Background: an optimization exercise with open tools, aiming at small area, a short achievable clock period and few clock cycles per item. Do not read the settings as production practice.
The RTL was checked by simulation tests, not by an equivalence proof against the original design.
Power is estimated from default activity; no workload was simulated.

[flow/run.sh]
#!/bin/bash
# Standard ORFS layout (standard.sh), with the port buffers made of the smallest buffer
# and timing repair aiming below the clock period. Each step's output goes to its own log.
set -euo pipefail
export BUFFER_PORTS_ARGS="-buffer_cell sky130_fd_sc_hd__buf_1"
if [[ -f flow/margin.txt ]]; then export SETUP_SLACK_MARGIN=$(cat flow/margin.txt); fi
bash standard.sh synth > synth.log 2>&1
bash standard.sh floorplan > floorplan.log 2>&1
bash standard.sh place > place.log 2>&1
bash standard.sh cts > cts.log 2>&1
bash standard.sh route > route.log 2>&1
bash standard.sh finish > finish.log 2>&1
[flow/margin.txt]
7.1
[design.v]
module upb_freq_codec (
    input             clk,
    input             rst,           
    input             in_valid,
    output            in_ready,
    input      [3:0]  in_op,         
    input             in_layout,     
    input      [31:0] in_freq,
    input      [31:0] in_fcint,
    input      [31:0] in_fcfrac,
    input      [15:0] in_dreg0,
    input      [15:0] in_dreg1,
    output            out_valid,
    output     [3:0]  out_fcause,    
    output     [31:0] out_freq,
    output     [7:0]  out_fcint,
    output     [23:0] out_fcfrac,
    output     [15:0] out_dreg0,
    output     [15:0] out_dreg1
);
    localparam [31:0] F_MIN = 32'd775_000_000;
    localparam [31:0] F_MAX = 32'd1_100_000_000;
    reg          busy;       
    reg          rdy;        
    reg          mode;       
    reg  [2:0]   cnt;
    reg  [18:0]  rem;        
    reg  [31:0]  S;          
    reg          ov;
    reg  [2:0]   fc;
    reg          f31;        
    assign in_ready = rdy;
    assign out_valid = ov;
    assign out_fcause = {1'b0, fc};
    wire hz = (in_op == 4'hB);
    wire rh = (in_op == 4'hC);
    wire st = (in_op == 4'hD);
    wire rs = (in_op == 4'hE);
    wire a_bad = (|in_fcint[31:6]) || (|in_fcfrac[31:19]);
    wire b_bad = (|in_fcint[31:8]) || (|in_fcfrac[31:24]);
    wire r_flt = (rh & a_bad) | (st & (in_layout ? a_bad : b_bad));
    wire ill   = ~(hz | rh | st | rs);
    wire go    = hz | rh;
    wire [1:0] p0_dec = {{1{1'b0}}, 1'b1} << in_fcfrac[0:0];
    wire [18:0] p0;
    assign p0[0] = |(p0_dec & 2'h2);
    assign p0[1] = 1'b0;
    assign p0[2] = 1'b0;
    assign p0[3] = |(p0_dec & 2'h2);
    assign p0[4] = 1'b0;
    assign p0[5] = 1'b0;
    assign p0[6] = |(p0_dec & 2'h2);
    assign p0[7] = 1'b0;
    assign p0[8] = 1'b0;
    assign p0[9] = |(p0_dec & 2'h2);
    assign p0[10] = |(p0_dec & 2'h3);
    assign p0[11] = |(p0_dec & 2'h2);
    assign p0[12] = 1'b0;
    assign p0[13] = 1'b0;
    assign p0[14] = |(p0_dec & 2'h2);
    assign p0[15] = 1'b0;
    assign p0[16] = |(p0_dec & 2'h2);
    assign p0[17] = |(p0_dec & 2'h2);
    assign p0[18] = 1'b0;
    reg  [31:0] S_ld;
    always @(*) begin
        case ({in_op[1:0], in_layout})
            3'b110, 3'b111: S_ld = {in_freq[11], in_freq[10], in_freq[9], in_freq[8], in_freq[7], in_freq[6], in_freq[5], in_freq[4], in_freq[3], in_freq[2], in_freq[1], in_freq[0], 1'b0, 1'b0, 1'b0, 1'b0, 1'b0, 1'b0, 1'b0, 1'b0, 1'b0, 1'b0, 1'b0, 1'b0, 1'b0, 1'b0, 1'b0, 1'b0, 1'b0, 1'b0, 1'b0, 1'b0};
            3'b000, 3'b001: S_ld = {in_fcfrac[4], in_fcfrac[3], in_fcfrac[2], in_fcfrac[1], in_fcfrac[8], in_fcfrac[7], in_fcfrac[6], in_fcfrac[5], in_fcfrac[12], in_fcfrac[11], in_fcfrac[10], in_fcfrac[9], in_fcfrac[16], in_fcfrac[15], in_fcfrac[14], in_fcfrac[13], in_fcint[1], in_fcint[0], in_fcfrac[18], in_fcfrac[17], in_fcint[5], in_fcint[4], in_fcint[3], in_fcint[2], 1'b0, 1'b0, 1'b0, 1'b0, 1'b0, 1'b0, 1'b0, p0[0]};
            3'b010:         S_ld = {in_fcfrac[4], in_fcfrac[3], in_fcfrac[2], in_fcfrac[1], in_fcfrac[8], in_fcfrac[7], in_fcfrac[6], in_fcfrac[5], in_fcfrac[12], in_fcfrac[11], in_fcfrac[10], in_fcfrac[9], in_fcfrac[16], in_fcfrac[15], in_fcfrac[14], in_fcfrac[13], in_fcint[1], in_fcint[0], in_fcfrac[18], in_fcfrac[17], in_fcint[5], in_fcint[4], in_fcint[3], in_fcint[2], in_fcint[7], in_fcint[6], in_fcfrac[23], in_fcfrac[22], in_fcfrac[21], in_fcfrac[20], in_fcfrac[19], in_fcfrac[0]};
            3'b011:         S_ld = {in_fcfrac[13], in_fcfrac[12], in_fcfrac[11], in_fcfrac[10], in_fcfrac[17], in_fcfrac[16], in_fcfrac[15], in_fcfrac[14], in_fcint[2], in_fcint[1], in_fcint[0], in_fcfrac[18], in_fcfrac[0], in_fcint[5], in_fcint[4], in_fcint[3], 1'b1, in_fcfrac[8], in_fcfrac[2], in_fcfrac[1], 1'b0, 1'b0, 1'b0, 1'b0, 1'b0, 1'b0, in_fcfrac[7], in_fcfrac[6], in_fcfrac[5], in_fcfrac[4], in_fcfrac[3], in_fcfrac[9]};
            3'b100:         S_ld = {in_dreg0[15], in_dreg0[14], in_dreg0[7], in_dreg0[6], in_dreg0[5], in_dreg0[4], in_dreg0[3], in_dreg0[13], in_dreg0[12], in_dreg0[11], in_dreg0[10], in_dreg0[9], in_dreg0[8], in_dreg0[2], in_dreg0[1], in_dreg0[0], in_dreg1[15], in_dreg1[14], in_dreg1[13], in_dreg1[12], in_dreg1[11], in_dreg1[10], in_dreg1[9], in_dreg1[8], in_dreg1[7], in_dreg1[6], in_dreg1[5], in_dreg1[4], in_dreg1[3], in_dreg1[2], in_dreg1[1], in_dreg1[0]};
            default:        S_ld = {1'b0, 1'b0, 1'b0, 1'b0, 1'b0, 1'b0, 1'b0, in_dreg1[15], in_dreg1[14], in_dreg1[13], in_dreg1[12], in_dreg1[11], in_dreg1[10], in_dreg1[9], in_dreg1[8], in_dreg1[7], in_dreg1[6], in_dreg1[5], in_dreg1[4], in_dreg1[3], in_dreg1[2], in_dreg1[1], in_dreg1[0], in_dreg0[8], in_dreg0[7], in_dreg0[6], in_dreg0[5], in_dreg0[4], in_dreg0[3], in_dreg0[2], in_dreg0[1], in_dreg0[0]};
        endcase
    end
    wire [18:0] rem_ld = in_op[0] ? in_freq[30:12] : {1'b0, p0[18:1]};
    wire [22:0] T  = {rem, S[31:28]};
    wire [5:0]  tt = T[22:17];
    wire [16:0] tu = T[16:0];
    wire [63:0] jlo_dec = {{63{1'b0}}, 1'b1} << tt;
    wire [4:0] jlo;
    assign jlo[0] = |(jlo_dec & 64'h136c9b26c);
    assign jlo[1] = |(jlo_dec & 64'h1c70e3c70);
    assign jlo[2] = |(jlo_dec & 64'h7f03f80);
    assign jlo[3] = |(jlo_dec & 64'h7ffc000);
    assign jlo[4] = |(jlo_dec & 64'h1f8000000);
    wire [63:0] jhi_dec = {{63{1'b0}}, 1'b1} << tt;
    wire [4:0] jhi;
    assign jhi[0] = |(jhi_dec & 64'hfffffffec9364d93);
    assign jhi[1] = |(jhi_dec & 64'hf1c78e1c);
    assign jhi[2] = |(jhi_dec & 64'h101f80fe0);
    assign jhi[3] = |(jhi_dec & 64'h1fff000);
    assign jhi[4] = |(jhi_dec & 64'h1fe000000);
    wire [63:0] ra_dec = {{63{1'b0}}, 1'b1} << tt;
    wire [17:0] ra;
    assign ra[0] = |(ra_dec & 64'h136c9b26c);
    assign ra[1] = |(ra_dec & 64'hf1c78e1c);
    assign ra[2] = |(ra_dec & 64'h1f03f81fc);
    assign ra[3] = |(ra_dec & 64'hc6c9cd90);
    assign ra[4] = |(ra_dec & 64'h1ce38438c);
    assign ra[5] = |(ra_dec & 64'h3e07c07c);
    assign ra[6] = |(ra_dec & 64'hc8c98d90);
    assign ra[7] = |(ra_dec & 64'h1c638438c);
    assign ra[8] = |(ra_dec & 64'h3e07c07c);
    assign ra[9] = |(ra_dec & 64'hc8c98d90);
    assign ra[10] = |(ra_dec & 64'h1c638438c);
    assign ra[11] = |(ra_dec & 64'h108ce7210);
    assign ra[12] = |(ra_dec & 64'h139c6318c);
    assign ra[13] = |(ra_dec & 64'h107c1f07c);
    assign ra[14] = |(ra_dec & 64'h1c909bd90);
    assign ra[15] = |(ra_dec & 64'hc738738c);
    assign ra[16] = |(ra_dec & 64'h109ce4210);
    assign ra[17] = |(ra_dec & 64'ha4a5294a);
    wire [63:0] rb_dec = {{63{1'b0}}, 1'b1} << tt;
    wire [18:0] rb;
    assign rb[0] = |(rb_dec & 64'hfffffffec9364d93);
    assign rb[1] = |(rb_dec & 64'hfffffffe38f1c38f);
    assign rb[2] = |(rb_dec & 64'hfffffffff80fc07f);
    assign rb[3] = |(rb_dec & 64'h13136726c);
    assign rb[4] = |(rb_dec & 64'hfffffffef70e31e3);
    assign rb[5] = |(rb_dec & 64'hfffffffe0f01f01f);
    assign rb[6] = |(rb_dec & 64'h13636426c);
    assign rb[7] = |(rb_dec & 64'hfffffffef10e31e3);
    assign rb[8] = |(rb_dec & 64'hfffffffe0f01f01f);
    assign rb[9] = |(rb_dec & 64'h13636426c);
    assign rb[10] = |(rb_dec & 64'hfffffffef10e31e3);
    assign rb[11] = |(rb_dec & 64'hc637bd8c);
    assign rb[12] = |(rb_dec & 64'hffffffffcef18c63);
    assign rb[13] = |(rb_dec & 64'hffffffffc1f07c1f);
    assign rb[14] = |(rb_dec & 64'hf6c64e6c);
    assign rb[15] = |(rb_dec & 64'hfffffffe31ce3de3);
    assign rb[16] = |(rb_dec & 64'hc6f7b18c);
    assign rb[17] = |(rb_dec & 64'h1adad6b5a);
    assign rb[18] = |(rb_dec & 64'hffffffffffffffff);
    wire [18:0] da = {1'b0, ra} + {2'b0, tu};
    wire [18:0] db = rb + {2'b0, tu};
    wire        bge = ~db[18];
    wire [4:0]  dq  = bge ? jhi : jlo;
    wire [17:0] dr  = bge ? db[17:0] : da[17:0];
    wire [15:0] md_dec = {{15{1'b0}}, 1'b1} << S[31:28];
    wire [21:0] md;
    assign md[0] = |(md_dec & 16'haaaa);
    assign md[1] = |(md_dec & 16'hcccc);
    assign md[2] = |(md_dec & 16'hf0f0);
    assign md[3] = |(md_dec & 16'h55aa);
    assign md[4] = |(md_dec & 16'h66cc);
    assign md[5] = |(md_dec & 16'h78f0);
    assign md[6] = |(md_dec & 16'hd5aa);
    assign md[7] = |(md_dec & 16'h66cc);
    assign md[8] = |(md_dec & 16'h78f0);
    assign md[9] = |(md_dec & 16'hd5aa);
    assign md[10] = |(md_dec & 16'h66cc);
    assign md[11] = |(md_dec & 16'hd25a);
    assign md[12] = |(md_dec & 16'h9b6c);
    assign md[13] = |(md_dec & 16'h1c70);
    assign md[14] = |(md_dec & 16'hb52a);
    assign md[15] = |(md_dec & 16'h264c);
    assign md[16] = |(md_dec & 16'h92da);
    assign md[17] = |(md_dec & 16'h71c6);
    assign md[18] = |(md_dec & 16'h5a94);
    assign md[19] = |(md_dec & 16'h6318);
    assign md[20] = |(md_dec & 16'h83e0);
    assign md[21] = |(md_dec & 16'hfc00);
    wire [21:0] ms = {4'd0, rem[17:0]} + md;
    wire last  = mode ? (cnt == 3'd5) : (cnt == 3'd5);
    wire first = (cnt == 3'd0);
    wire [31:0] fop = {f31, rem, S[31:20]};            
    wire fbad  = (fop < F_MIN) || (fop > F_MAX);
    wire abort = first & (fc[0] | (mode & fbad));
    always @(posedge clk) begin
        if (rst) begin
            busy <= 1'b0;
            ov   <= 1'b0;
        end else if (busy) begin
            ov <= last | abort;
            if (last | abort) busy <= 1'b0;
        end else begin
            ov   <= in_valid & ~go;
            busy <= in_valid & go;
        end
    end
    always @(posedge clk) begin
        if (rst)       rdy <= 1'b1;
        else if (busy) rdy <= last | abort;
        else           rdy <= ~(in_valid & go);
    end
    always @(posedge clk) begin
        if (busy) begin
            cnt <= cnt + 3'd1;
            rem <= mode ? {1'b0, dr} : {1'b0, ms[21:4]};
            S   <= {S[27:1], (first & mode) ? dq[4] : S[0], mode ? dq[3:0] : ms[3:0]};
            if (first & mode & fbad) fc <= 3'b110;
        end else begin
            mode <= in_op[0];
            cnt  <= 3'd0;
            fc   <= {r_flt, ill | r_flt, r_flt};
            f31  <= in_freq[31];
            rem  <= rem_ld;
            S    <= S_ld;
        end
    end
    assign {out_fcint, out_fcfrac} = {S[31], S[30], S[24], S[23], S[22], S[21], S[20], S[19], S[29], S[28], S[27], S[26], S[25], S[18], S[17], S[16], S[15], S[14], S[13], S[12], S[11], S[10], S[9], S[8], S[7], S[6], S[5], S[4], S[3], S[2], S[1], S[0]};
    assign {out_dreg0, out_dreg1}  = {S[7], S[6], S[11], S[10], S[9], S[8], S[15], S[14], S[5], S[4], S[3], S[2], S[1], S[13], S[12], S[19], S[18], S[17], S[16], S[23], S[22], S[21], S[20], S[27], S[26], S[25], S[24], S[31], S[30], S[29], S[28], S[0]};
    assign out_freq = {1'b0, rem[17:0], S[3], S[2], S[1], S[0], S[7], S[6], S[5], S[4], S[11], S[10], S[9], S[8], S[15]};    
endmodule
[standard.sh]
#!/bin/bash
# synth_recipe.tcl (not shown) runs the flow's synth.tcl, then flattens the netlist and writes it again
# the make line also repeats each setting of config.mk as NAME=value (left out here)
make -C /OpenROAD-flow-scripts/flow DESIGN_CONFIG=/design/flow/config.mk WORK_HOME=/design/flow/orfs CLKGATE_MAP_FILE= SYNTH_SCRIPT=/design/flow/synth_recipe.tcl "${@:-finish}"
[constraint.sdc]
create_clock -name core_clock -period 11.0 [get_ports {clk}]
set_input_delay 2.2000 -clock core_clock [delete_from_list [all_inputs] [get_ports {clk}]]
set_output_delay 2.2000 -clock core_clock [all_outputs]
set_load 0.01 [all_outputs]
[config.mk]
export PLATFORM = sky130hd
export DESIGN_NAME = upb_freq_codec
export DESIGN_NICKNAME = upb_freq_codec
export VERILOG_FILES = /design/flow/design.v
export SDC_FILE = /design/flow/constraint.sdc
export NUM_CORES = 4
export LEC_CHECK = 0
export CAP_MARGIN = 20
export CORE_MARGIN = 2
export CORE_UTILIZATION = 45
export SLEW_MARGIN = 20
==> parameters.txt, run 1 <==
Parameter                              Value

Worst setup path
  Kind of end point of the critical path    flip-flop
  Crit path max-delay family    compound AO/OA/AOI/OAI gates
  Crit path launch type    flip-flop
  Worst-path maximum fanout    10
  Number of cells on the worst reg-to-reg path    16
  Cell with the largest stage delay on the worst path    sky130_fd_sc_hd__fa_2
  Beginning of the worst register-to-register path    rem[14]$_DFF_P_
  Setup Crit Path Kind    flip-flop to flip-flop
  Bufs and invs on worst path    2
  Worst setup startpoint    rem[14]$_DFF_P_
  Reg-to-Reg End    rem[17]$_DFF_P_
  List of cells traversed by the critical path    buf_12 -> nor2b_4 -> xor2_1 -> a2bb2oi_2 -> a21oi_2 -> nor2_1 -> ha_2 -> inv_1 -> fa_2 -> nor2b_4 -> o31a_1 -> o31a_1 -> a221o_2 -> a21oi_2 -> and4_1 -> or3_1
  Data required time at the worst endpoint    11.23 ns
  Slowest stage delay, CP    roughly 0.37 ns
  Slack of the worst reg-to-reg path    7.20 ns
  CP arrival    4.02 ns

Timing
  Final clock skew    between 0.01 and 0.015 ns
  Total negative slack    0 ns
  Worst slack on hold paths    0.486 ns
  Number of setup violations in the final report    0
  Highest attainable clock frequency    ~260 MHz
  Fin crit share    34.5%
  Final number of hold-violating endpoints    0
  Max Transition Viols Final    0
  Setup repair after global routing missed its margin    true
  Time the final worst path needs with I/O delays and setup    3.80 ns
  Headroom to the max-slew limit    33.8%
  Slew at the pin with the worst max-slew slack    0.990 ns
  Worst Slack Setup Final    about 7.2 ns

Finish
  Final net count    around 1,600
  Proportion of layout cells with a drive suffix above 1    a little over a tenth
  Area delta synth->final    17.3%
  Utilization of the core after routing    53.8%
  Diodes inserted    0
  Highest-count cells in the layout ignoring fill and taps    sky130_fd_sc_hd__buf_1, sky130_fd_sc_hd__o21ai_0, sky130_fd_sc_hd__a21oi_1
  Finished Layout Cells    between 1,500 and 2,000
  Cell area after layout    10,100 sq um
  Commonest non-fill, non-tap cell in the layout    sky130_fd_sc_hd__buf_1

CTS
  Clock sink count    62
  Longest Clk Path Bufs    2
  Number of levels in the clock H-tree    3
  Post-CTS Hold Buffers    0
  CTS tree    yes
  Cell at the root of the clock tree    sky130_fd_sc_hd__clkbuf_16
  Latest clock arrival within the worst-skew pair    0.36 ns
  Reg clk slew, reported paths    ~0.06 ns
  Clock buffers created by TritonCTS    9

Floorplan
  Vertical extent of the die    roughly 140 um
  Overall die width    142 um
  Number of top-level pins    238
  Placeable core region    roughly 19,000 sq um
  Effective utilization at floorplan    a little under half
  Die ar.    ~20,000 sq um
  Total number of placement rows    50

Worst hold path
  Worst hold path class    flip-flop to flip-flop
  Hold Path Depth    1
  Worst hold endpoint    cnt[0]$_SDFF_PN0_
  Origin of the worst min-delay path    cnt[0]$_SDFF_PN0_

Synth
  Number of enable flip-flop cells after synthesis    5
  Combined area of all synthesized cells    8570 sq um
  Most used flip-flop cell after synthesis    sky130_fd_sc_hd__dfxtp_1
  Number of distinct library cell variants in the gate-level netlist after synthesis    around 80
  Share of synthesized flip-flops with an asynchronous set or reset    0%
  Sequential-to-total area share from yosys stat    15.1%
  Warnings from Yosys    1
  Number of synthesized register bits    62
  Count of mapped cells out of synthesis    1,212
  Per-instance average area after synthesis    7.07 sq um

Placed design
  Placed cell count    1,541
  Buffers added on ports    about 240
  Worst slack after detailed placement    5.94 ns
  Weighted congestion at the end of routability-driven global placement    0.968
  Total half-perimeter wirelength after legalization and detailed placement    roughly 26,000 um
  Post-place instance area    9000 sq um

Routing
  Drt pass-1 iters    8
  Vias    10,200
  Post-route DRC    0
  Detailed Route Iter0 Violations    around 1,200
  Antenna violation net count after detailed routing    0
  Drt via density    around 6.4
  WL per Instance    ~23 um
  Wire length reported by the detailed router    between 30,000 and 40,000 um

Pwr
  Psw    0.707 mW
  Relative contribution of combinational cells to total power    about 61%
  Areal power density over the cells    147 nW/um^2
  Share of total power in the clock network    19.1%
  Max VDD drop    0.0811 mV
  Overall Power    1.48 mW
  Sequential share of power    20.2%
  Cell leakage power    3.93 nW
  Fraction of power spent switching nets    47.7%
  Cell Int Power    around 0.78 mW

Global routing
  First-pass GRT wire length    51,900 um
  Maximum number of pins on one net before global-route repair    71
  Overall Global Routing Usage    about 33%
  Residual overflow from global routing    0
  Vias in the first global route    9,029
  Initial antenna violation count    0

Run status
  Run status    finished clean

Job
  Max-capacitance violation count    0
worst register-to-register path, cell delays in order (launching register included):
cell	delay (ns)
sky130_fd_sc_hd__dfxtp_4	0.35
sky130_fd_sc_hd__buf_12	0.14
sky130_fd_sc_hd__nor2b_4	0.23
sky130_fd_sc_hd__xor2_1	0.20
sky130_fd_sc_hd__a2bb2oi_2	0.16
sky130_fd_sc_hd__a21oi_2	0.09
sky130_fd_sc_hd__nor2_1	0.17
sky130_fd_sc_hd__ha_2	0.22
sky130_fd_sc_hd__inv_1	0.06
sky130_fd_sc_hd__fa_2	0.37
sky130_fd_sc_hd__nor2b_4	0.13
sky130_fd_sc_hd__o31a_1	0.21
sky130_fd_sc_hd__o31a_1	0.28
sky130_fd_sc_hd__a221o_2	0.35
sky130_fd_sc_hd__a21oi_2	0.16
sky130_fd_sc_hd__and4_1	0.20
sky130_fd_sc_hd__or3_1	0.35
per-layer routing:
layer	global-route usage [%]	wire [um]
met1	40.7	13900
met2	55.7	17000
met3	6.36	3450
met4	17.5	1880
met5	0	0
cell type report:
cell class              instances  area [sq um]
repair inverters                1          5.00
well taps                     234           293
inverters                      35           150
repair buffers                288          1480
clock buffers                  12           246
clock inverters                 4          25.0
multi-input cells             963          6550
fillers                      1876          8650
flip-flops and latches         62          1320
cells in the mapped netlist, drive strengths merged (8+ instances only):
master / count / area share, %
a211oi: 22 / 1.9
a21o: 23 / 2.0
a21oi: 111 / 6.5
a221oi: 27 / 2.9
a22oi: 9 / 0.79
a31oi: 16 / 1.2
and2: 12 / 0.88
and3: 10 / 0.73
buf: 91 / 7.2
clkbuf: 63 / 2.8
dfxtp: 57 / 13
ha: 57 / 8.3
inv: 34 / 1.5
mux2i: 32 / 3.7
nand2: 99 / 4.4
nand2b: 10 / 0.73
nand3: 23 / 1.3
nor2: 98 / 4.3
nor2b: 20 / 1.5
nor3: 22 / 1.3
nor4: 15 / 1.1
o211ai: 20 / 1.8
o21a: 14 / 1.2
o21ai: 121 / 7.1
o221ai: 8 / 0.82
o22ai: 20 / 1.5
or3: 9 / 0.66
xnor2: 29 / 3.0
xor2: 22 / 2.2
kinds of logic after synthesis:
group	Yosys count	share of synthesized area [%]
AOI/OAI and AO/OA	468	35.6
and+or+nand+nor	343	19.0
buffers and inverters	189	11.5
DFF	62	15.1
adders and majority gates	61	9.13
xor gates and xnor gates	51	5.21
muxes	37	4.39
other	1	0.0437
power by group through the flow:
stage | combinational (mW) | sequential, mW | clock, mW
floorplan | 0.607 | 0.283 | 0
global placement | 0.782 | 0.301 | 0
detailed placement | 0.777 | 0.301 | 0
CTS | 0.815 | 0.298 | 0.285
global route | 0.971 | 0.301 | 0.294
finish | 0.900 | 0.299 | 0.283
flip-flops by register name (all words and copies together), names as in the netlist:
name / flops
rdy: 1
cnt: 3
mode: 1
busy: 1
fc: 3
f31: 1
S: 32
rem: 19
ov: 1
worst max-delay path by stage:
| stage | end | slack [ns] | cells past startpoint |
|---|---|---|---|
| finish | rem[17]$_DFF_P_ | 7.20 | 16 |
| floorplan | S[0]$_DFF_P_ | 7.12 | 17 |
| global placement | rem[17]$_DFF_P_ | 6.07 | 13 |
| global route | rem[9]$_DFF_P_ | 7.00 | 16 |
| CTS | rem[9]$_DFF_P_ | 7.10 | 16 |
| detailed placement | rem[17]$_DFF_P_ | 5.94 | 13 |
timing repair:
item	4_1_cts	5_1_grt
resized for setup	44	49
cloned	2	7
pin swaps	5	17
endpoints found under the setup margin	29	34
buffers inserted	10	23
endpoints found under the hold margin	0	0
Testbench counts, summed over its fixed seeds: cycles 12,458, items 2,400.
==> run 2: changes to the inputs <==
==> flow/margin.txt (replaced) <==
7.3
--- a/config.mk
+++ b/config.mk
@@ -9,3 +9,3 @@
 export CORE_MARGIN = 2
-export CORE_UTILIZATION = 45
+export CORE_UTILIZATION = 40
 export SLEW_MARGIN = 20
==> run 2 against run 1 <==
Compared with the run above: maximum frequency rose by 1.8%; setup slack improved by 0.067 ns; combinational power rose by 6.4%; synthesized cell count did not move; power increased by 4.8%; first-iteration DRC count shrank 17%; flip-flop and latch count unchanged; via count increased by 2.7%; final area grew 5.7%; critical path depth shrank 3; final cell count rose by 4.8%; largest cell class unchanged.
==> parameters.txt, run 2 <==
Parameter                              Value

Finish
  Highest-count cells in the layout ignoring fill and taps    sky130_fd_sc_hd__buf_1, sky130_fd_sc_hd__o21ai_0, sky130_fd_sc_hd__a21oi_1
  Area taken by multi-input logic gates    6750 sq um
  Cell area after layout    around 11,000 sq um
  Number of flip-flops in the largest register    32
  Commonest non-fill, non-tap cell in the layout    sky130_fd_sc_hd__buf_1
  Footprint of the flip-flops and latches    between 1000 and 1500 sq um
  Final net count    1,591
  Proportion of layout cells with a drive suffix above 1    15.5%
  Number of fillers in the final layout    2,114
  Most flop-heavy register    S
  Finished Layout Cells    1,675
  Diodes inserted    0
  Largest registers    S x32, rem x19
  Area delta synth->final    24.0%

Pwr
  Max VDD drop    0.0724 mV
  Areal power density over the cells    146 nW/um^2
  Cell leakage power    4.17 nW

CTS
  Cell at the root of the clock tree    sky130_fd_sc_hd__clkbuf_16
  Reg clk slew, reported paths    0.07 ns
  Post-CTS Hold Buffers    0
  CTS tree    yes
  Number of levels in the clock H-tree    3
  Clock buffers created by TritonCTS    9
  Longest Clk Path Bufs    2
  Clock sink count    62
  Latest clock arrival within the worst-skew pair    around 0.35 ns

Worst setup path
  CP arrival    3.95 ns
  Setup Crit Path Kind    flip-flop to flip-flop
  List of cells traversed by the critical path    buf_12 -> nand2_1 -> and2_4 -> a211oi_2 -> or2_2 -> ha_1 -> nand2_1 -> nor2_1 -> and3_2 -> a221o_4 -> a211o_1 -> a31oi_2 -> o21ai_1
  Worst-path maximum fanout    35
  Data required time at the worst endpoint    11.22 ns
  Crit path launch type    flip-flop
  Cell with the largest stage delay on the worst path    sky130_fd_sc_hd__a221o_4
  Cell with the most instances on the worst path    sky130_fd_sc_hd__nand2_1
  Slowest stage delay, CP    0.50 ns
  Kind of end point of the critical path    flip-flop
  Slack of the worst reg-to-reg path    7.27 ns

Timing
  Time the final worst path needs with I/O delays and setup    3.73 ns
  Setup repair after global routing missed its margin    true
  Final clock skew    0.0114 ns
  Headroom to the max-slew limit    between 30% and 40%
  Max Transition Viols Final    0
  Fin crit share    33.9%
  Slew at the pin with the worst max-slew slack    0.971 ns
  Number of setup violations in the final report    0
  Highest attainable clock frequency    268 MHz
  Total negative slack    0 ns
  Final number of hold-violating endpoints    0

Synth
  Area fraction of the dominant cell type after synthesis    approximately an eighth
  Per-instance average area after synthesis    7.07 sq um
  Sequential-to-total area share from yosys stat    between 10% and 20%
  Number of synthesized register bits    62
  Dominant cells by area after synthesis    sky130_fd_sc_hd__dfxtp_1, sky130_fd_sc_hd__ha_1, sky130_fd_sc_hd__o21ai_0
  Share of synthesized flip-flops with an asynchronous set or reset    0%
  Warnings from Yosys    1
  Number of enable flip-flop cells after synthesis    5
  Leading cell types by count after synthesis    sky130_fd_sc_hd__o21ai_0, sky130_fd_sc_hd__a21oi_1, sky130_fd_sc_hd__nand2_1, sky130_fd_sc_hd__nor2_1, sky130_fd_sc_hd__buf_4
  Most used flip-flop cell after synthesis    sky130_fd_sc_hd__dfxtp_1
  Count of mapped cells out of synthesis    ~1,200
  Cell type with the highest aggregate area in the netlist    sky130_fd_sc_hd__dfxtp_1
  Most common cell in the synthesized netlist    sky130_fd_sc_hd__o21ai_0
  Number of distinct library cell variants in the gate-level netlist after synthesis    79
  Combined area of all synthesized cells    between 8000 and 9000 sq um

Run status
  Run status    finished clean

Routing
  Met2 wirelength from detailed routing    17,000 um
  WL per Instance    between 20 and 25 um
  Detailed-routed wire length on met3    3360 um
  Post-route DRC    0
  Drt via density    just over 6
  Max layer used    met4
  Routed length on met1    14,600 um
  Vias    10,400
  Drt pass-1 iters    7
  Detailed Route Iter0 Violations    973
  Wire length reported by the detailed router    36,900 um
  Antenna violation net count after detailed routing    0

Global routing
  Residual overflow from global routing    0
  Overall Global Routing Usage    30.5%
  Vias in the first global route    9,294
  Initial antenna violation count    0
  First-pass GRT wire length    53,100 um
  Maximum number of pins on one net before global-route repair    72

Floorplan
  Vertical extent of the die    150 um
  Overall die width    150 um
  Effective utilization at floorplan    between 40% and 50%
  Number of top-level pins    238
  Die ar.    22,600 sq um
  Total number of placement rows    53
  Placeable core region    21,000 sq um

Placed design
  Post-place instance area    9070 sq um
  Weighted congestion at the end of routability-driven global placement    0.966
  Buffers added on ports    about 240
  Placed cell count    1,584
  Total half-perimeter wirelength after legalization and detailed placement    roughly 26,000 um

Worst hold path
  Worst hold path class    flip-flop to flip-flop

Job
  Max-capacitance violation count    0
[run 2: cell counts after synthesis]
No cell type changed its count.
[run 2: report_power, final]
group | total (mW) | switching (mW) | internal [mW] | leakage (nW)
clock network | 0.295 | 0.120 | 0.175 | 0.136
registers | 0.299 | 0.0483 | 0.251 | 0.533
logic | 0.958 | 0.558 | 0.400 | 3.50
[run 2: path summary, 6_finish.rpt]
kind | cells past startpoint | to | start
worst min register to register | 1 | cnt[0]$_SDFF_PN0_ | cnt[0]$_SDFF_PN0_
worst max-delay path | 13 | S[0]$_DFF_P_ | rem[17]$_DFF_P_
worst min-delay path | 1 | cnt[0]$_SDFF_PN0_ | cnt[0]$_SDFF_PN0_
worst max register to register | 13 | S[0]$_DFF_P_ | rem[17]$_DFF_P_
[run 2: cell type report]
cell class	count	share of cell area (%)
Inverter	35	1.38
Clock inverter	6	0.588
Sequential cell	62	12.4
Tap cell	275	3.24
Clock buffer	10	2.15
Timing Repair Buffer	323	16.8
Multi-Input combinational cell	964	63.5
[run 2: repair_timing]
item | 4_1_cts | 5_1_grt
pin swaps | 12 | 29
gates cloned | 4 | 4
setup buffers | 33 | 34
gates resized for setup | 74 | 80
endpoints found under the setup margin | 41 | 44
[run 2: worst max-delay path: cells and delay by family (launching register included)]
kind | cells | cell delay [ns]
AOI/OAI and AO/OA | 5 | 1.45
and+or+nand+nor | 6 | 1.17
DFF | 1 | 0.43
adders and majority gates | 1 | 0.30
buffers and inverters | 1 | 0.23
[run 2: metal layers]
layer	up-vias	track usage, %
met3	154	4.64
li1	4821	-
met2	643	49.5
met5	-	0
met4	0	14.0
met1	4829	39.9
[run 2: cells by family after synthesis]
group	count (synthesis)	share of synthesized area (%)
AO/OA/AOI/OAI	468	35.6
AND/OR/NAND/NOR	343	19.0
buffers and inverters	189	11.5
flip-flops	62	15.1
adder cells (fa/ha/maj)	61	9.13
XOR/XNOR	51	5.21
multiplexers	37	4.39
other	1	0.0437
[run 2: stage by stage]
step / util [%] / hold slack [ns] / total power [mW] / setup WS, ns
finish: 50.6 / 0.457 / 1.55 / 7.27
global route: 50.6 / 0.504 / 1.64 / 7.18
floorplan: - / 0.418 / 0.890 / 7.32
global placement: 43.1 / 0.435 / 1.08 / 6.03
CTS: 47.5 / 0.457 / 1.44 / 7.24
detailed placement: 43.1 / 0.443 / 1.08 / 5.94
==> run 3: changes to the inputs <==
==> flow/margin.txt (replaced) <==
6.9
--- a/config.mk
+++ b/config.mk
@@ -9,3 +9,3 @@
 export CORE_MARGIN = 2
-export CORE_UTILIZATION = 40
+export CORE_UTILIZATION = 50
 export SLEW_MARGIN = 20
==> run 3 against run 2 <==
Compared with the run above: non-clock buffer count down 60; maximum frequency decreased by 7.1%; combinational power decreased by 13%; count of clock-buffer cells in the layout is 1 lower; critical endpoint is now fc[1]$_SDFFCE_PP1P_.
==> parameters.txt, run 3 <==
Parameter                              Value

Global routing
  Maximum number of pins on one net before global-route repair    a little over 70
  Initial antenna violation count    1
  Overall Global Routing Usage    36.0%
  First-pass GRT wire length    ~50,000 um
  Residual overflow from global routing    0
  Vias in the first global route    between 8,000 and 9,000

Synth
  Area fraction of the dominant cell type after synthesis    13.3%
  Per-instance average area after synthesis    7.07 sq um
  Sequential-to-total area share from yosys stat    15.1%
  Dominant cells by area after synthesis    sky130_fd_sc_hd__dfxtp_1, sky130_fd_sc_hd__ha_1, sky130_fd_sc_hd__o21ai_0
  Count of mapped cells out of synthesis    1,212
  Most common cell in the synthesized netlist    sky130_fd_sc_hd__o21ai_0
  Number of synthesized register bits    62
  Number of enable flip-flop cells after synthesis    5
  Cell type with the highest aggregate area in the netlist    sky130_fd_sc_hd__dfxtp_1
  Combined area of all synthesized cells    8570 sq um
  Leading cell types by count after synthesis    sky130_fd_sc_hd__o21ai_0, sky130_fd_sc_hd__a21oi_1, sky130_fd_sc_hd__nand2_1, sky130_fd_sc_hd__nor2_1, sky130_fd_sc_hd__buf_4
  Share of synthesized flip-flops with an asynchronous set or reset    0%
  Most used flip-flop cell after synthesis    sky130_fd_sc_hd__dfxtp_1
  Number of distinct library cell variants in the gate-level netlist after synthesis    79
  Warnings from Yosys    1

Routing
  Antenna violation net count after detailed routing    0
  Drt via density    6.39
  Vias    about 10,000
  Post-route DRC    0
  Detailed Route Iter0 Violations    990
  Drt pass-1 iters    5
  Wire length reported by the detailed router    about 34,000 um
  WL per Instance    22.0 um

Timing
  Highest attainable clock frequency    249 MHz
  Slew at the pin with the worst max-slew slack    roughly 0.93 ns
  Time the final worst path needs with I/O delays and setup    between 4 and 5 ns
  Worst Slack Setup Final    6.99 ns
  Final clock skew    0.0142 ns
  Final number of hold-violating endpoints    0
  Fin crit share    roughly 36%
  Number of setup violations in the final report    0
  Headroom to the max-slew limit    about 38%
  Setup repair after global routing missed its margin    false
  Max Transition Viols Final    0
  Worst slack on hold paths    0.471 ns
  Total negative slack    0 ns

CTS
  Number of levels in the clock H-tree    3
  Clock sink count    62
  CTS tree    yes
  Latest clock arrival within the worst-skew pair    0.35 ns
  Post-CTS Hold Buffers    0
  Cell at the root of the clock tree    sky130_fd_sc_hd__clkbuf_16
  Reg clk slew, reported paths    roughly 0.06 ns
  Longest Clk Path Bufs    2
  Clock buffers created by TritonCTS    9

Finish
  Largest registers    S x32, rem x19
  Commonest non-fill, non-tap cell in the layout    sky130_fd_sc_hd__buf_1
  Area delta synth->final    12.5%
  Diodes inserted    0
  Utilization of the core after routing    57.8%
  Number of fillers in the final layout    1,697
  Highest-count cells in the layout ignoring fill and taps    sky130_fd_sc_hd__buf_1, sky130_fd_sc_hd__o21ai_0, sky130_fd_sc_hd__a21oi_1
  Cell area after layout    9650 sq um
  Number of flip-flops in the largest register    32
  Proportion of layout cells with a drive suffix above 1    7.92%
  Most flop-heavy register    S
  Final net count    1,529

Run status
  Run status    finished clean

Placed design
  Total half-perimeter wirelength after legalization and detailed placement    roughly 26,000 um
  Weighted congestion at the end of routability-driven global placement    0.976
  Buffers added on ports    between 200 and 250
  Post-place instance area    8970 sq um
  Worst slack after detailed placement    6.00 ns

Worst setup path
  Setup Crit Path Kind    input port to flip-flop
  Data required time at the worst endpoint    11.06 ns
  List of cells traversed by the critical path    clkbuf_2 -> buf_4 -> inv_1 -> a2bb2oi_1 -> o311ai_0 -> nand4_1
  Kind of end point of the critical path    flip-flop
  Worst-path maximum fanout    51
  Slowest stage delay, CP    0.56 ns
  Cell with the largest stage delay on the worst path    sky130_fd_sc_hd__o311ai_0
  Bufs and invs on worst path    3
  Crit path launch type    input port
  Crit path max-delay family    buffers and inverters
  CP arrival    4.08 ns

Worst hold path
  Worst hold path class    flip-flop to flip-flop

Floorplan
  Placeable core region    16,700 sq um
  Die ar.    ~18,000 sq um
  Number of top-level pins    238
  Overall die width    135 um
  Vertical extent of the die    135 um
  Effective utilization at floorplan    between 50% and 60%
  Total number of placement rows    47

Pwr
  Areal power density over the cells    ~150 nW/um^2
  Cell leakage power    3.78 nW
  Max VDD drop    0.0850 mV

Job
  Max-capacitance violation count    0
run 3: cell counts after synthesis:
No cell type changed its count.
run 3: final cells by class:
class	count	area, sq um	share of cell area [%]
Tap cell	220	275	2.85
Multi-Input combinational cell	962	6440	66.7
Sequential cell	62	1310	13.5
Timing Repair Buffer	263	1180	12.3
Inverter	35	139	1.44
Clock inverter	7	78.8	0.817
Clock buffer	9	225	2.33
run 3: routing by layer:
metal	track usage, %	vias up	wire length, um
met2	60.5	530	16200
met5	0	-	13
met1	45.7	4642	13900
li1	-	4700	-
met4	15.6	2	1470
met3	5.71	88	2710
run 3: cells by family (layout without fill, tap and decap cells):
group	Yosys count	in the layout	share of synthesized area, %
multiplexers	37	37	4.39
other	1	2	0.0437
XOR/XNOR	51	51	5.21
adder cells (fa/ha/maj)	61	61	9.13
buffers and inverters	189	314	11.5
AND/OR/NAND/NOR	343	343	19.0
AO/OA/AOI/OAI	468	468	35.6
flip-flops	62	62	15.1
run 3: repair_timing:
item,CTS,global route
gates resized for setup,24,42
hold endpoints to repair,0,0
setup endpoints to repair,36,28
setup buffers,4,11
gates cloned,0,1
pin swaps,3,7
run 3: worst paths after layout:
check                                       start                   to  slack (ns)  cells past startpoint
worst max-delay path                     in_op[0]  fc[1]$_SDFFCE_PP1P_        6.99                      6
worst min-delay path            cnt[0]$_SDFF_PN0_    cnt[0]$_SDFF_PN0_        0.47                      1
worst max register to register    rem[15]$_DFF_P_         S[0]$_DFF_P_        7.06                     17
worst min register to register  cnt[0]$_SDFF_PN0_    cnt[0]$_SDFF_PN0_        0.47                      1
run 3: through the flow:
| step | total power, mW | std cells |
|---|---|---|
| 2_1_floorplan | 0.890 | 1213 |
| 4_1_cts | 1.40 | 1546 |
| 5_1_grt | 1.53 | 1558 |
| 6_report | 1.44 | 1558 |
| 3_3_place_gp | 1.08 | 1526 |
| 3_5_place_dp | 1.08 | 1526 |
run 3: power breakdown:
part / leakage (nW) / switching [mW] / internal, mW
Clock: 0.147 / 0.124 / 0.178
Combinational: 3.10 / 0.504 / 0.332
Sequential: 0.533 / 0.0508 / 0.251
==> run 4: changes to the inputs <==
==> flow/margin.txt (replaced) <==
6.7
--- a/config.mk
+++ b/config.mk
@@ -9,3 +9,3 @@
 export CORE_MARGIN = 2
-export CORE_UTILIZATION = 50
+export CORE_UTILIZATION = 45
 export SLEW_MARGIN = 20
==> run 4 against run 3 <==
Compared with the run above: flip-flop and latch count unchanged; maximum frequency decreased by 2.0%; combinational power decreased by 2%; still clean on timing, DRC and antenna; highest routed layer is now met4; core utilization decreased by 7.3 points.
==> parameters.txt, run 4 <==
Parameter                              Value

Run status
  Run status    finished clean

Synth
  Combined area of all synthesized cells    8570 sq um
  Leading cell types by count after synthesis    sky130_fd_sc_hd__o21ai_0, sky130_fd_sc_hd__a21oi_1, sky130_fd_sc_hd__nand2_1, sky130_fd_sc_hd__nor2_1, sky130_fd_sc_hd__buf_4
  Most common cell in the synthesized netlist    sky130_fd_sc_hd__o21ai_0
  Area fraction of the dominant cell type after synthesis    13.3%
  Cell type with the highest aggregate area in the netlist    sky130_fd_sc_hd__dfxtp_1
  Number of synthesized register bits    between 60 and 70
  Warnings from Yosys    1
  Number of distinct library cell variants in the gate-level netlist after synthesis    79
  Count of mapped cells out of synthesis    between 1,000 and 1,500
  Most used flip-flop cell after synthesis    sky130_fd_sc_hd__dfxtp_1
  Sequential-to-total area share from yosys stat    between 10% and 20%
  Dominant cells by area after synthesis    sky130_fd_sc_hd__dfxtp_1, sky130_fd_sc_hd__ha_1, sky130_fd_sc_hd__o21ai_0
  Number of enable flip-flop cells after synthesis    5
  Share of synthesized flip-flops with an asynchronous set or reset    0%
  Per-instance average area after synthesis    7.07 sq um

Finish
  Largest registers    S x32, rem x19
  Footprint of the flip-flops and latches    approximately 1300 sq um
  Highest-count cells in the layout ignoring fill and taps    sky130_fd_sc_hd__buf_1, sky130_fd_sc_hd__o21ai_0, sky130_fd_sc_hd__a21oi_1
  Finished Layout Cells    1,564
  Diodes inserted    0
  Utilization of the core after routing    50.5%
  Commonest non-fill, non-tap cell in the layout    sky130_fd_sc_hd__buf_1
  Area taken by multi-input logic gates    around 6400 sq um
  Area delta synth->final    10.2%
  Final net count    1,521
  Proportion of layout cells with a drive suffix above 1    5.94%
  Most flop-heavy register    S
  Cell area after layout    9450 sq um
  Number of flip-flops in the largest register    32
  Number of fillers in the final layout    1,963

Worst setup path
  Kind of end point of the critical path    flip-flop
  Setup Crit Path Kind    flip-flop to flip-flop
  CP arrival    about 4.3 ns
  Crit path launch type    flip-flop
  Worst-path maximum fanout    47
  Data required time at the worst endpoint    between 10 and 15 ns

Routing
  Drt via density    about 6.3
  Wire length reported by the detailed router    34,400 um
  WL per Instance    22.0 um
  Antenna violation net count after detailed routing    0
  Post-route DRC    0
  Drt pass-1 iters    5
  Vias    9,848
  Detailed Route Iter0 Violations    roughly 830

Global routing
  First-pass GRT wire length    ~51,000 um
  Residual overflow from global routing    0
  Vias in the first global route    around 9,100
  Maximum number of pins on one net before global-route repair    73
  Overall Global Routing Usage    around 33%
  Initial antenna violation count    0

Pwr
  Cell leakage power    3.70 nW
  Areal power density over the cells    150 nW/um^2
  Max VDD drop    0.0830 mV
  Overall Power    approximately 1.4 mW

Timing
  Fin crit share    37.2%
  Setup repair after global routing missed its margin    false
  Time the final worst path needs with I/O delays and setup    4.09 ns
  Worst Slack Setup Final    slightly below 7 ns
  Final clock skew    0.00800 ns
  Final number of hold-violating endpoints    0
  Total negative slack    0 ns
  Headroom to the max-slew limit    38.2%
  Highest attainable clock frequency    244 MHz
  Max Transition Viols Final    0
  Slew at the pin with the worst max-slew slack    around 0.92 ns
  Number of setup violations in the final report    0
  Worst slack on hold paths    0.457 ns

CTS
  Reg clk slew, reported paths    0.06 ns
  Cell at the root of the clock tree    sky130_fd_sc_hd__clkbuf_16
  Latest clock arrival within the worst-skew pair    0.35 ns
  Post-CTS Hold Buffers    0
  Longest Clk Path Bufs    2
  Number of levels in the clock H-tree    3
  CTS tree    yes
  Clock buffers created by TritonCTS    9
  Clock sink count    slightly above 60

Floorplan
  Die ar.    20,200 sq um
  Placeable core region    between 15,000 and 20,000 sq um
  Overall die width    about 140 um
  Number of top-level pins    238
  Effective utilization at floorplan    45.8%
  Vertical extent of the die    142 um
  Total number of placement rows    50

Placed design
  Total half-perimeter wirelength after legalization and detailed placement    26,400 um
  Weighted congestion at the end of routability-driven global placement    0.980
  Buffers added on ports    235
  Worst slack after detailed placement    5.90 ns
  Post-place instance area    9010 sq um
  Placed cell count    1,542

Job
  Max-capacitance violation count    0

Worst hold path
  Worst hold path class    flip-flop to flip-flop
[run 4: final cells by class]
| class | instances | share of cell area (%) |
|---|---|---|
| timing repair buffer | 255 | 11.2 |
| sequential | 62 | 13.8 |
| clock buffer | 9 | 2.38 |
| clock inverter | 7 | 0.768 |
| tap | 234 | 3.10 |
| inverter | 35 | 1.43 |
| multi-input combinational | 962 | 67.4 |
[run 4: path summary, 6_finish.rpt]
kind                          start                 to  slack [ns]  cells after the start
hold reg to reg   cnt[0]$_SDFF_PN0_  cnt[0]$_SDFF_PN0_        0.46                      1
hold / removal    cnt[0]$_SDFF_PN0_  cnt[0]$_SDFF_PN0_        0.46                      1
setup reg to reg    rem[15]$_DFF_P_       S[0]$_DFF_P_        6.91                     17
setup / recovery    rem[15]$_DFF_P_       S[0]$_DFF_P_        6.91                     17
[run 4: kinds of logic (layout without fill, tap and decap cells)]
kind of cell	Yosys count	count (layout)	synth area share, %
compound gates	468	468	35.6
xor+xnor	51	51	5.21
fa+ha+maj	61	61	9.13
buf+inv	189	306	11.5
flops	62	62	15.1
mux	37	37	4.39
other cells	1	2	0.0437
simple gates	343	343	19.0
[run 4: timing repair]
item	CTS	global route
setup endpoints to repair	23	23
gates resized for setup	8	19
pin swaps	0	4
buffers inserted	0	6
[run 4: layer usage]
layer / track usage [%] / routed length, um / vias up
met5: 0 / 0 / -
met4: 19.6 / 2090 / 0
met3: 6.90 / 2780 / 122
met2: 53.5 / 15700 / 549
met1: 40.8 / 13900 / 4489
li1: - / - / 4688
[run 4: critical path, cell delays in order (launching register included)]
cell and delay [ns]:
sky130_fd_sc_hd__dfxtp_1 0.32, sky130_fd_sc_hd__buf_6 0.21, sky130_fd_sc_hd__or2_4 0.33, sky130_fd_sc_hd__nor3_1 0.17, sky130_fd_sc_hd__o21ai_0 0.13, sky130_fd_sc_hd__a21oi_2 0.25, sky130_fd_sc_hd__nor2_1 0.10, sky130_fd_sc_hd__ha_1 0.23
sky130_fd_sc_hd__inv_1 0.08, sky130_fd_sc_hd__fa_1 0.25, sky130_fd_sc_hd__nor2b_4 0.06, sky130_fd_sc_hd__o31a_1 0.29, sky130_fd_sc_hd__o31a_1 0.37, sky130_fd_sc_hd__a221o_2 0.45, sky130_fd_sc_hd__buf_4 0.20, sky130_fd_sc_hd__a211o_1 0.26
sky130_fd_sc_hd__a31oi_1 0.17, sky130_fd_sc_hd__o21ai_1 0.08
[run 4: where the power goes]
| group | switching [mW] | leakage, nW | total, mW | internal [mW] |
|---|---|---|---|---|
| Sequential | 0.0454 | 0.532 | 0.296 | 0.251 |
| Combinational | 0.506 | 3.03 | 0.822 | 0.316 |
| Clock | 0.122 | 0.142 | 0.298 | 0.176 |
| Total | 0.674 | 3.70 | 1.42 | 0.742 |
==> run 5: changes to the inputs <==
==> flow/margin.txt (replaced) <==
7.4
--- a/config.mk
+++ b/config.mk
@@ -7,2 +7,3 @@
 export LEC_CHECK = 0
+export ABC_AREA = 1
 export CAP_MARGIN = 20
==> run 5 against run 4 <==
Compared with the run above: still clean; maximum frequency grew 13%; clock power shrank 11%; register-to-register slack gained 0.48 ns; sequential share of layout area is 2.1 points lower; sequential power grew 2%; critical path depth rose by 4; wire length is 22% higher; clock skew up 0.00095 ns; synthesized cell count rose by 29%; area after synthesis grew 5.2%; final cell count up 30%; critical path type unchanged; largest cell class unchanged; largest power group unchanged.
==> parameters.txt, run 5 <==
Parameter                              Value

Synth
  Per-instance average area after synthesis    5.78 sq um
  Number of synthesized register bits    62
  Sequential-to-total area share from yosys stat    roughly 14%
  Combined area of all synthesized cells    9020 sq um
  Dominant cells by area after synthesis    sky130_fd_sc_hd__nand2_1, sky130_fd_sc_hd__dfxtp_1, sky130_fd_sc_hd__ha_1
  Share of synthesized flip-flops with an asynchronous set or reset    0%
  Count of mapped cells out of synthesis    1,561
  Most used flip-flop cell after synthesis    sky130_fd_sc_hd__dfxtp_1
  Cell type with the highest aggregate area in the netlist    sky130_fd_sc_hd__nand2_1
  Leading cell types by count after synthesis    sky130_fd_sc_hd__nand2_1, sky130_fd_sc_hd__inv_1, sky130_fd_sc_hd__nand3_1
  Number of enable flip-flop cells after synthesis    5
  Number of distinct library cell variants in the gate-level netlist after synthesis    52
  Most common cell in the synthesized netlist    sky130_fd_sc_hd__nand2_1
  Warnings from Yosys    1
  Area fraction of the dominant cell type after synthesis    19.7%

Timing
  Number of setup violations in the final report    0
  Total negative slack    0 ns
  Final number of hold-violating endpoints    0
  Final clock skew    0.00895 ns
  Worst Slack Setup Final    approximately 7.4 ns
  Fin crit share    between 30% and 40%
  Highest attainable clock frequency    between 200 and 300 MHz
  Setup repair after global routing missed its margin    true
  Max Transition Viols Final    0
  Time the final worst path needs with I/O delays and setup    3.62 ns
  Slew at the pin with the worst max-slew slack    1.04 ns
  Headroom to the max-slew limit    30.3%

Placed design
  Weighted congestion at the end of routability-driven global placement    1.06
  Worst slack after detailed placement    between 5 and 6 ns
  Buffers added on ports    235
  Total half-perimeter wirelength after legalization and detailed placement    31,700 um
  Placed cell count    1,957

Pwr
  Psw    between 0.8 and 0.9 mW
  Sequential share of power    19.2%
  Overall Power    1.57 mW
  Share of total power in the clock network    about 17%
  Relative contribution of combinational cells to total power    a little under two thirds
  Cell leakage power    5.47 nW
  Areal power density over the cells    140 nW/um^2
  Cell Int Power    a little under 0.8 mW
  Max VDD drop    0.0712 mV
  Fraction of power spent switching nets    51.0%

Worst setup path
  Worst-path maximum fanout    14
  Setup Crit Path Kind    flip-flop to flip-flop
  Cell with the largest stage delay on the worst path    sky130_fd_sc_hd__ha_4
  Number of cells on the worst reg-to-reg path    21
  Slowest stage delay, CP    around 0.4 ns
  Data required time at the worst endpoint    11.27 ns
  Reg-to-Reg End    rem[13]$_DFF_P_
  Crit path launch type    flip-flop
  CP arrival    3.89 ns
  Slack of the worst reg-to-reg path    7.38 ns
  Kind of end point of the critical path    flip-flop
  Cell with the most instances on the worst path    sky130_fd_sc_hd__nand2_1
  Beginning of the worst register-to-register path    rem[18]$_SDFF_PP0_
  List of cells traversed by the critical path    buf_4 -> nor2_4 -> buf_4 -> nand2_1 -> nand2_1 -> nor4_1 -> nand4_1 -> ha_4 -> nand2_4 -> nor2_4 -> and3_4 -> nand2_4 -> nand2_4 -> nand2_8 -> nand2_8 -> nand2_4 -> nand2_1 -> nand3_1 -> nand2_1 -> nand2_1 -> nand2_1

CTS
  Cell at the root of the clock tree    sky130_fd_sc_hd__clkbuf_16
  Longest Clk Path Bufs    2
  Clock sink count    62
  Latest clock arrival within the worst-skew pair    0.34 ns
  Post-CTS Hold Buffers    0
  Clock buffers created by TritonCTS    9
  Number of levels in the clock H-tree    3
  CTS tree    yes
  Reg clk slew, reported paths    0.05 ns

Global routing
  Vias in the first global route    around 11,000
  Maximum number of pins on one net before global-route repair    66
  Overall Global Routing Usage    36.8%
  First-pass GRT wire length    61,000 um
  Initial antenna violation count    1
  Residual overflow from global routing    0

Routing
  Post-route DRC    0
  Antenna violation net count after detailed routing    0
  Vias    ~12,000
  Detailed Route Iter0 Violations    1,332
  WL per Instance    20.6 um
  Drt pass-1 iters    9
  Drt via density    5.93
  Wire length reported by the detailed router    about 42,000 um

Finish
  Area taken by multi-input logic gates    7250 sq um
  Area delta synth->final    24.8%
  Proportion of layout cells with a drive suffix above 1    ~16%
  Highest-count cells in the layout ignoring fill and taps    sky130_fd_sc_hd__nand2_1, sky130_fd_sc_hd__buf_1, sky130_fd_sc_hd__inv_1
  Utilization of the core after routing    a little under three fifths
  Diodes inserted    0
  Number of fillers in the final layout    2,004
  Number of flip-flops in the largest register    32
  Footprint of the flip-flops and latches    1320 sq um
  Commonest non-fill, non-tap cell in the layout    sky130_fd_sc_hd__nand2_1
  Most flop-heavy register    S
  Final net count    1,958
  Largest registers    S x32, rem x19
  Finished Layout Cells    2,032

Floorplan
  Placeable core region    about 20,000 sq um
  Die ar.    21,200 sq um
  Vertical extent of the die    146 um
  Total number of placement rows    51
  Effective utilization at floorplan    between 40% and 50%
  Overall die width    146 um
  Number of top-level pins    238

Worst hold path
  Worst hold endpoint    cnt[0]$_SDFF_PN0_
  Worst hold path class    flip-flop to flip-flop
  Origin of the worst min-delay path    cnt[0]$_SDFF_PN0_
  Hold Path Depth    1

Run status
  Run status    finished clean

Job
  Max-capacitance violation count    0
## run 5: cell count changes after synthesis, sizes merged, moves of 42 or more
cell / change
inv: +125
nand3: +119
nor2: +52
clkbuf: -43
nand2: +381
nand4: +45
o21ai: -42
## run 5: critical path: cells and delay by family, from the launching register on
kind | cells | cell delay [ns]
fa+ha+maj | 1 | 0.39
buf+inv | 2 | 0.43
flops | 1 | 0.37
simple gates | 18 | 2.33
## run 5: area by class of cell
class                           instances  area share [%]
Multi-Input combinational cell       1233            64.4
Timing Repair Buffer                  295            12.9
Sequential cell                        62            11.7
Inverter                              159            5.56
Tap cell                              265            2.95
Clock buffer                           12            2.19
Clock inverter                          4           0.189
Timing Repair inverter                  2           0.133
## run 5: layer usage
layer  vias up  track usage (%)  routed length [um]
met5         -                0                  10
met4         2             20.4                3150
met3       208             5.89                4590
met2       890             62.6               19100
met1      5370             44.3               15000
li1       5580                -                   -
## run 5: cell families after synthesis
logic type      after synthesis  synth area share (%)
compound gates              223                  13.8
xor+xnor                     24                  2.33
fa+ha+maj                    60                  8.57
buf+inv                     273                  15.0
flops                        62                  14.3
other cells                   1                0.0416
simple gates                918                  45.8
## run 5: per-stage QoR
step | hold WS (ns) | instance area [sq um]
detailed placement | 0.465 | 9550
CTS | 0.470 | 10300
global placement | 0.449 | 9550
finish | 0.470 | 11300
floorplan | 0.433 | 9020
global route | 0.521 | 11300
## run 5: power groups by stage
stage / combinational [mW] / sequential [mW] / clock, mW
after floorplan: 0.596 / 0.282 / 0
after global routing: 1.09 / 0.302 / 0.281
after detailed placement: 0.798 / 0.302 / 0
after CTS: 0.854 / 0.298 / 0.270
after global placement: 0.805 / 0.302 / 0
final: 1.00 / 0.301 / 0.266
## run 5: what timing repair did
item	in CTS	in global routing
buffers inserted	11	38
resized for setup	62	163
pin swaps	13	60
setup endpoints to repair	51	44
cloned	5	5
## run 5: how the worst max path moves through the flow
| stage | cells past startpoint | slack [ns] | startpoint | end |
|---|---|---|---|---|
| after floorplan | 9 | 7.61 | in_op[1] | S[16]$_DFF_P_ |
| after global placement | 9 | 5.91 | in_op[1] | S[19]$_DFF_P_ |
| after detailed placement | 27 | 5.96 | rem[18]$_SDFF_PP0_ | S[3]$_DFF_P_ |
| after CTS | 27 | 7.34 | rem[16]$_DFF_P_ | S[3]$_DFF_P_ |
| after global routing | 25 | 7.25 | rem[14]$_DFF_P_ | rem[2]$_DFF_P_ |
| final | 21 | 7.38 | rem[18]$_SDFF_PP0_ | rem[13]$_DFF_P_ |
==> run 6: changes to the inputs <==
==> flow/margin.txt (replaced) <==
7.0
--- a/config.mk
+++ b/config.mk
@@ -7,6 +7,5 @@
 export LEC_CHECK = 0
-export ABC_AREA = 1
 export CAP_MARGIN = 20
 export CORE_MARGIN = 2
-export CORE_UTILIZATION = 45
+export CORE_UTILIZATION = 62
 export SLEW_MARGIN = 20
==> run 6 against run 5 <==
Compared with the run above: still clean; area after synthesis down 4.9%; synthesized cell count is 22% lower; first-iteration DRC count rose by 22%; combinational power shrank 12%; count of clock-buffer cells in the layout fell by 1; via count shrank 12%; maximum frequency fell by 8.8%; critical endpoint is now rem[5]$_DFF_P_; largest cell class unchanged.
==> parameters.txt, run 6 <==
Parameter                              Value

Timing
  Final clock skew    0.0145 ns
  Setup repair after global routing missed its margin    false
  Slew at the pin with the worst max-slew slack    a little over 1 ns
  Time the final worst path needs with I/O delays and setup    between 3 and 4 ns
  Worst slack on hold paths    0.472 ns
  Highest attainable clock frequency    252 MHz
  Max Transition Viols Final    0
  Headroom to the max-slew limit    32.7%
  Final number of hold-violating endpoints    0
  Number of setup violations in the final report    0
  Fin crit share    roughly 36%
  Total negative slack    0 ns

Pwr
  Max VDD drop    0.0935 mV
  Areal power density over the cells    154 nW/um^2
  Cell leakage power    3.87 nW

Worst hold path
  Worst hold path class    flip-flop to flip-flop
  Hold Path Depth    1
  Worst hold endpoint    cnt[0]$_SDFF_PN0_
  Origin of the worst min-delay path    cnt[0]$_SDFF_PN0_

Routing
  WL per Instance    between 20 and 25 um
  Detailed Route Iter0 Violations    approximately 1,600
  Drt pass-1 iters    8
  Drt via density    6.92
  Antenna violation net count after detailed routing    0
  Post-route DRC    0
  Wire length reported by the detailed router    35,900 um
  Vias    between 10,000 and 15,000

Finish
  Finished Layout Cells    1,527
  Final net count    1,542
  Diodes inserted    0
  Number of fillers in the final layout    between 1,000 and 1,500
  Area taken by multi-input logic gates    6480 sq um
  Area delta synth->final    14.5%
  Most flop-heavy register    S
  Commonest non-fill, non-tap cell in the layout    sky130_fd_sc_hd__buf_1
  Largest registers    S x32, rem x19
  Number of flip-flops in the largest register    32
  Highest-count cells in the layout ignoring fill and taps    sky130_fd_sc_hd__buf_1, sky130_fd_sc_hd__o21ai_0, sky130_fd_sc_hd__a21oi_1
  Utilization of the core after routing    between 70 and 80%
  Footprint of the flip-flops and latches    1310 sq um
  Proportion of layout cells with a drive suffix above 1    around 9%

Synth
  Leading cell types by count after synthesis    sky130_fd_sc_hd__o21ai_0, sky130_fd_sc_hd__a21oi_1, sky130_fd_sc_hd__nand2_1, sky130_fd_sc_hd__nor2_1, sky130_fd_sc_hd__buf_4
  Most common cell in the synthesized netlist    sky130_fd_sc_hd__o21ai_0
  Warnings from Yosys    1
  Dominant cells by area after synthesis    sky130_fd_sc_hd__dfxtp_1, sky130_fd_sc_hd__ha_1, sky130_fd_sc_hd__o21ai_0
  Most used flip-flop cell after synthesis    sky130_fd_sc_hd__dfxtp_1
  Area fraction of the dominant cell type after synthesis    13.3%
  Per-instance average area after synthesis    7.07 sq um
  Count of mapped cells out of synthesis    1,212
  Sequential-to-total area share from yosys stat    about 15%
  Number of synthesized register bits    between 60 and 70
  Cell type with the highest aggregate area in the netlist    sky130_fd_sc_hd__dfxtp_1
  Combined area of all synthesized cells    8570 sq um
  Share of synthesized flip-flops with an asynchronous set or reset    0%
  Number of enable flip-flop cells after synthesis    5
  Number of distinct library cell variants in the gate-level netlist after synthesis    79

Worst setup path
  Slack of the worst reg-to-reg path    7.04 ns
  Beginning of the worst register-to-register path    rem[14]$_DFF_P_
  Reg-to-Reg End    rem[5]$_DFF_P_
  Data required time at the worst endpoint    11.22 ns
  Number of cells on the worst reg-to-reg path    16
  Setup Crit Path Kind    flip-flop to flip-flop
  Kind of end point of the critical path    flip-flop
  Worst-path maximum fanout    21
  CP arrival    4.19 ns
  Crit path launch type    flip-flop

CTS
  Longest Clk Path Bufs    2
  Number of levels in the clock H-tree    3
  CTS tree    yes
  Latest clock arrival within the worst-skew pair    0.36 ns
  Reg clk slew, reported paths    ~0.07 ns
  Clock buffers created by TritonCTS    9
  Cell at the root of the clock tree    sky130_fd_sc_hd__clkbuf_16
  Clock sink count    62

Floorplan
  Placeable core region    about 13,000 sq um
  Total number of placement rows    42
  Vertical extent of the die    122 um
  Die ar.    14,800 sq um
  Number of top-level pins    around 240
  Overall die width    122 um
  Effective utilization at floorplan    64.0%

Global routing
  Maximum number of pins on one net before global-route repair    72
  Initial antenna violation count    0
  First-pass GRT wire length    51,000 um
  Overall Global Routing Usage    45.3%
  Residual overflow from global routing    0
  Vias in the first global route    9,129

Run status
  Run status    finished clean

Placed design
  Placed cell count    between 1,000 and 1,500
  Total half-perimeter wirelength after legalization and detailed placement    25,300 um
  Buffers added on ports    about 240
  Weighted congestion at the end of routability-driven global placement    1.04

Job
  Max-capacitance violation count    0
[run 6: changes by cell type after synthesis, moves of 18 or more]
cell,before,now
sky130_fd_sc_hd__nor2b_1,1,19
sky130_fd_sc_hd__mux2i_1,0,32
sky130_fd_sc_hd__nand4_1,47,7
sky130_fd_sc_hd__clkbuf_1,20,63
sky130_fd_sc_hd__o21ai_0,77,118
sky130_fd_sc_hd__a221oi_1,5,25
sky130_fd_sc_hd__o22ai_1,2,20
sky130_fd_sc_hd__a21o_1,2,23
sky130_fd_sc_hd__nor2_1,133,98
sky130_fd_sc_hd__inv_1,144,34
sky130_fd_sc_hd__a211oi_1,0,22
sky130_fd_sc_hd__nand3_1,141,23
sky130_fd_sc_hd__nand2_1,473,98
[run 6: report_power, final]
part	internal, mW	leakage, nW	total, mW	switching, mW
logic	0.345	3.18	0.883	0.538
registers	0.251	0.533	0.302	0.0510
clock network	0.205	0.156	0.328	0.123
total	0.802	3.87	1.51	0.711
[run 6: cell type report]
| type | instances | area share, % |
|---|---|---|
| clock buffers | 11 | 2.47 |
| clock inverters | 5 | 0.829 |
| inverters | 35 | 1.49 |
| multi-input cells | 962 | 66.0 |
| flip-flops and latches | 62 | 13.3 |
| well taps | 176 | 2.24 |
| repair buffers | 275 | 13.6 |
| repair inverters | 1 | 0.0510 |
[run 6: worst max-delay path by stage]
stage,from,endpoint,slack (ns),cells after the start
final,rem[14]$_DFF_P_,rem[5]$_DFF_P_,7.04,16
after global routing,rem[14]$_DFF_P_,rem[17]$_DFF_P_,6.94,17
after CTS,in_op[0],rem[17]$_DFF_P_,7.00,7
after detailed placement,rem[16]$_DFF_P_,rem[17]$_DFF_P_,6.26,16
after global placement,rem[16]$_DFF_P_,rem[17]$_DFF_P_,6.29,16
after floorplan,rem[17]$_DFF_P_,S[0]$_DFF_P_,7.04,17
[run 6: what timing repair did]
item / 4_1_cts / 5_1_grt
gates cloned: 0 / 5
setup endpoints to repair: 40 / 29
resized for setup: 29 / 50
setup buffers: 2 / 23
hold buffers: 0 / 0
pin swaps: 1 / 10
[run 6: logic make-up after synthesis]
logic type	synth area share (%)
AOI/OAI and AO/OA	35.6
xor gates and xnor gates	5.21
adders and majority gates	9.13
buffers and inverters	11.5
DFF	15.1
muxes	4.39
other	0.0437
and+or+nand+nor	19.0
[run 6: routing by layer]
metal | global-route usage [%] | wire length, um
met1 | 57.9 | 13400
met2 | 70.8 | 15500
met3 | 11.8 | 4710
met4 | 22.8 | 2310
met5 | 0 | 0
[run 6: metrics by stage]
step | power [mW] | area [sq um] | setup WS, ns
final | 1.51 | 9820 | 7.04
after global routing | 1.58 | 9820 | 6.94
after CTS | 1.42 | 9360 | 7.00
after detailed placement | 1.08 | 8910 | 6.26
after global placement | 1.08 | 8910 | 6.29
after floorplan | 0.890 | 8580 | 7.04
[run 6: critical path, stage by stage (launching register included)]
cell                        delay, ns
sky130_fd_sc_hd__dfxtp_4         0.39
sky130_fd_sc_hd__buf_12          0.17
sky130_fd_sc_hd__nor2b_4         0.23
sky130_fd_sc_hd__xor2_1          0.21
sky130_fd_sc_hd__a2bb2oi_2       0.16
sky130_fd_sc_hd__a21oi_2         0.10
sky130_fd_sc_hd__nor2_2          0.14
sky130_fd_sc_hd__ha_2            0.22
sky130_fd_sc_hd__inv_1           0.07
sky130_fd_sc_hd__fa_2            0.40
sky130_fd_sc_hd__nor2b_4         0.12
sky130_fd_sc_hd__o31a_1          0.24
sky130_fd_sc_hd__o31a_1          0.34
sky130_fd_sc_hd__a221oi_4        0.14
sky130_fd_sc_hd__or3_1           0.44
sky130_fd_sc_hd__a31oi_1         0.38
sky130_fd_sc_hd__a21oi_1         0.07

==> re-timing with driven ports <==
The results above use ideal ports. As a check the final layouts listed here were re-extracted and re-timed, cells and wires unchanged. Step 1 sets driving cells, clkbuf_16 on the clock port and buf_2 on the other inputs (assumed; they add their load-dependent delay and slew). Step 2 also shifts input and output timing later by t, the mid clock arrival at the registers, as if the neighbouring blocks saw the same clock. a / b / c = ideal ports / drivers / drivers and shift; a / b = the first two.
run	t (ns)	setup WS [ns]	slew at the worst register clock pin (ns)	cell pins on the clock port's net
run 1	0.403	7.205 / 7.205 / 6.855	0.07 / 0.07	1
run 2	0.389	7.272 / 7.272 / 7.070	0.07 / 0.07	1
run 3	0.387	6.989 / 7.011 / 6.624	0.07 / 0.07	1
run 4	0.395	6.908 / 6.908 / 6.577	0.06 / 0.06	1
run 5	0.384	7.385 / 7.385 / 7.110	0.06 / 0.06	1
run 6	0.391	7.036 / 7.036 / 6.772	0.07 / 0.07	1
After both steps setup and hold are still met in every run listed. For run 3, which loses most, drivers alone change the setup slack by +0.022 ns; drivers and shift together by -0.365 ns.
